What follows belongs to an exercise in optimizing a design on an open flow for small area; a production flow would make more cautious choices.
In this exercise RTL edits were held to simulation tests only and were not proved equivalent to the original.
No activity file was given, so power comes from the tool's default toggle rates.

==> run a <==
==> flow/design.v (excerpt) <==
module sfr_rx (
    input  wire        clk,
    input  wire        rst,
    input  wire        in_valid,
    input  wire [9:0]  in_cmd,
    output wire        out_valid,
    output wire [1:0]  out_kind,
    output wire [7:0]  out_byte,
    output wire [94:0] out_rec,
    output wire [15:0] ck_value
);
==> module sfr_rx, before the edit <==
module sfr_rx (
    input  wire        clk,
    input  wire        rst,
    input  wire        in_valid,
    input  wire [9:0]  in_cmd,
    output wire        out_valid,
    output wire [1:0]  out_kind,
    output wire [7:0]  out_byte,
    output wire [94:0] out_rec,
    output wire [15:0] ck_value
);
    localparam [7:0] START0 = 8'hA0;
    localparam [7:0] START1 = 8'hA2;
    localparam [7:0] END0   = 8'hB0;
    localparam [7:0] END1   = 8'hB3;
    reg        mode;    
    reg        x;       
    reg        eb, ee, ea;    
    reg [7:0]  pend_n;
    reg [16:0] n;
    reg [7:0]  lh_n, ll_n, rid_n, t1_n, t0_n;
    wire [7:0] pend = ~pend_n;
    wire [7:0] lh = ~lh_n, ll = ~ll_n, rid = ~rid_n, t1 = ~t1_n, t0 = ~t0_n;
    reg [14:0] racc;
    reg [14:0] tacc;
    wire [1:0] op   = in_cmd[9:8];
    wire [7:0] data = in_cmd[7:0];
    wire rxb   = in_valid & (op == 2'b00);
    wire flush = in_valid & (op == 2'b01);
    wire endm  = mode & x & (pend == END0) & (data == END1);
    wire entry = rxb & ~mode & x & (data == START1);
    wire conf  = rxb & mode & x & ~endm;
    wire runt  = ~|n[16:2];
    wire sat   = &n;
    always @(posedge clk) begin
        if (rst) begin
            mode <= 1'b0;
            x    <= 1'b0;
            eb   <= 1'b0;
            ee   <= 1'b0;
            ea   <= 1'b0;
        end else begin
            eb <= conf;
            ee <= rxb & endm;
            ea <= flush & mode;
            if (flush) begin
                mode <= 1'b0;
                x    <= 1'b0;
            end else if (rxb) begin
                if (!mode) begin
                    mode <= entry;
                    x    <= ~entry & (data == START0);
                end else if (endm) begin
                    mode <= 1'b0;
                    x    <= 1'b0;
                end else begin
                    x    <= 1'b1;
                end
            end
        end
    end
    always @(posedge clk) begin
        if (rxb) pend_n <= ~data;
        if (conf) begin
            t1_n <= t0_n;
            t0_n <= pend_n;
        end
        if (conf && n == 17'd2) begin
            lh_n  <= t1_n;
            ll_n  <= t0_n;
            rid_n <= pend_n;
        end
        racc <= (conf & runt) ? 15'd0 : racc + {7'd0, t1 & {8{conf}}};
        if (entry) n <= 17'd0;
        else if (conf && !sat) n <= n + 17'd1;
    end
    always @(posedge clk) begin
        if (rst) tacc <= 15'd0;
        else if (in_valid && op[1]) tacc <= op[0] ? tacc + {7'd0, data} : 15'd0;
    end
    wire [16:0] act_len  = {n[16:2] - 15'd1, n[1:0]};
    wire        len_err  = ({1'b0, lh, ll} != act_len);
    wire        chk_err  = ({t1, t0} != {1'b0, racc});
    wire        ok       = ~len_err & ~chk_err;
    wire        ge5      = ~runt & ~(n[16:2] == 15'd1 && n[1:0] == 2'd0);
    wire        g        = ee & ~runt;
    wire        gi       = g & ge5;
    assign out_rec = {
        g & ok,
        ee & (runt | chk_err),
        ee & (runt | len_err),
        ee & runt,
        gi & ok,
        {8{gi}} & rid,
        {16{g}} & {1'b0, racc},
        {16{g}} & {t1, t0},
        {16{g}} & {lh, ll},
        {17{g}} & act_len,
        {17{ee | ea}} & n
    };
    assign out_byte  = {8{eb}} & t0;
    assign out_valid = eb | ee | ea;
    assign out_kind  = {ea, ee};
    assign ck_value  = {1'b0, tacc};
endmodule
export LEC_CHECK = 0
export CAP_MARGIN = 20
export CORE_MARGIN = 2
export CORE_UTILIZATION = 40
export PLACE_DENSITY = 0.6
export SLEW_MARGIN = 20
create_clock -name core_clock -period 5.0 [get_ports {clk}]
standard.sh (not shown) runs the stock make flow with config.mk's settings and CLKGATE_MAP_FILE= SYNTH_SCRIPT=/design/flow/synth_recipe.tcl, a recipe that flattens the netlist after the stock synthesis.
==> flow/flow/run.sh <==
#!/bin/bash
# Standard layout, with the smallest buffer on each input and output port
# and a clock tree of small buffers without dummy loads.
set -euo pipefail
export BUFFER_PORTS_ARGS="-buffer_cell sky130_fd_sc_hd__buf_1"
export CTS_ARGS="-sink_clustering_enable -repair_clock_nets -dont_use_dummy_load -buf_list {sky130_fd_sc_hd__clkbuf_2 sky130_fd_sc_hd__clkbuf_4 sky130_fd_sc_hd__clkbuf_8}"
bash standard.sh finish > flow_standard.log 2>&1
==> inputs of run b, as changes to run a <==
==> flow/flow/run.sh (replaced) <==
#!/bin/bash
# Standard layout, with the smallest buffer on each input and output port.
set -euo pipefail
export BUFFER_PORTS_ARGS="-buffer_cell sky130_fd_sc_hd__buf_1"
bash standard.sh finish > flow_standard.log 2>&1
==> inputs of run c, as changes to run a <==
--- a/flow/design.v
+++ b/flow/design.v
@@ -18,7 +18,5 @@
     reg        eb, ee, ea;    
-    reg [7:0]  pend_n;
+    reg [7:0]  pend;
     reg [16:0] n;
-    reg [7:0]  lh_n, ll_n, rid_n, t1_n, t0_n;
-    wire [7:0] pend = ~pend_n;
-    wire [7:0] lh = ~lh_n, ll = ~ll_n, rid = ~rid_n, t1 = ~t1_n, t0 = ~t0_n;
+    reg [7:0]  lh, ll, rid, t1, t0;
     reg [14:0] racc;
@@ -62,13 +60,13 @@
     always @(posedge clk) begin
-        if (rxb) pend_n <= ~data;
+        if (rxb) pend <= data;
         if (conf) begin
-            t1_n <= t0_n;
-            t0_n <= pend_n;
+            t1   <= t0;
+            t0   <= pend;
+            racc <= runt ? 15'd0 : racc + {7'd0, t1};
         end
         if (conf && n == 17'd2) begin
-            lh_n  <= t1_n;
-            ll_n  <= t0_n;
-            rid_n <= pend_n;
+            lh  <= t1;
+            ll  <= t0;
+            rid <= pend;
         end
-        racc <= (conf & runt) ? 15'd0 : racc + {7'd0, t1 & {8{conf}}};
         if (entry) n <= 17'd0;
==> flow/run.sh (new file) <==
#!/bin/bash
# synth_recipe.tcl (not shown) runs the flow's synth.tcl, then flattens the netlist and writes it again
# the make line also repeats each setting of config.mk as NAME=value (left out here)
make -C /OpenROAD-flow-scripts/flow DESIGN_CONFIG=/design/flow/config.mk WORK_HOME=/design/flow/orfs CLKGATE_MAP_FILE= SYNTH_SCRIPT=/design/flow/synth_recipe.tcl finish
removed: flow/flow/run.sh
removed: flow/standard.sh
==> key figures <==
Die
  – # Taps: 180

Power and ir drop
  – Combinational share of power: 3.2%

Status
  – Outcome: no timing/DRC/antenna violations

Global route
  – GR Layer Usage met1: 26.43%

Finish
  – Non-clock buffer count in the final layout: 136
That was run b.
==> key figures <==
Min path
  – Hold Crit Start: pend[1]$_DFFE_PP_
  – Min-Delay Path Depth: 0

Power and ir drop
  – Cell internal pwr: 1.355 mW
  – Combinational share of power: 4.6%

Critical path
  – Buffer and inverter count on the worst path: 1
  – Sort of element at the start of the critical path: flop

Routing
  – Met3 WL: 964 um
  – Router iterations before antenna repair: 5

Status
  – Outcome: no timing/DRC/antenna violations
That was run c.
==> key figures <==
Die
  – # Taps: 180

Clock network
  – Clock input transition at the sequential cells of the worst setup and hold paths: 0.09 ns
  – Sink Count: 100

Power and ir drop
  – Combinational share of power: 3.9%

Global route
  – GR Layer Usage met1: 26.19%

Status
  – Outcome: no timing/DRC/antenna violations
That was run a.

-- port drivers added, routing unchanged --
In the flow no input, the clock included, has a driving cell. The finished layouts below were timed again as built, in two steps.
Step 1 assumes that a clkbuf_16 drives the clock port and a buf_2 every other input.
Step 2 adds t to the input delays and takes it off the output delays; t is the mean of the earliest and latest rising clock arrival at the registers after step 1. Input paths then give back, and output paths get back, about the clock's delay inside the block.
a / b / c = no drivers / after step 1 / after step 2; a / b = the first two.
run | t, ns | slack for setup (ns) | worst hold slack (ns) | worst setup path after step 2
run a | 0.397 | 0.628 / 0.594 / 0.717 | 0.483 / 0.483 / 0.483 | input to register
run b | 0.377 | 0.645 / 0.607 / 0.742 | 0.481 / 0.481 / 0.481 | input to register
run c | 0.384 | 0.318 / 0.280 / 0.664 | 0.476 / 0.476 / 0.476 | register to output
After both steps setup and hold are still met in every run listed.
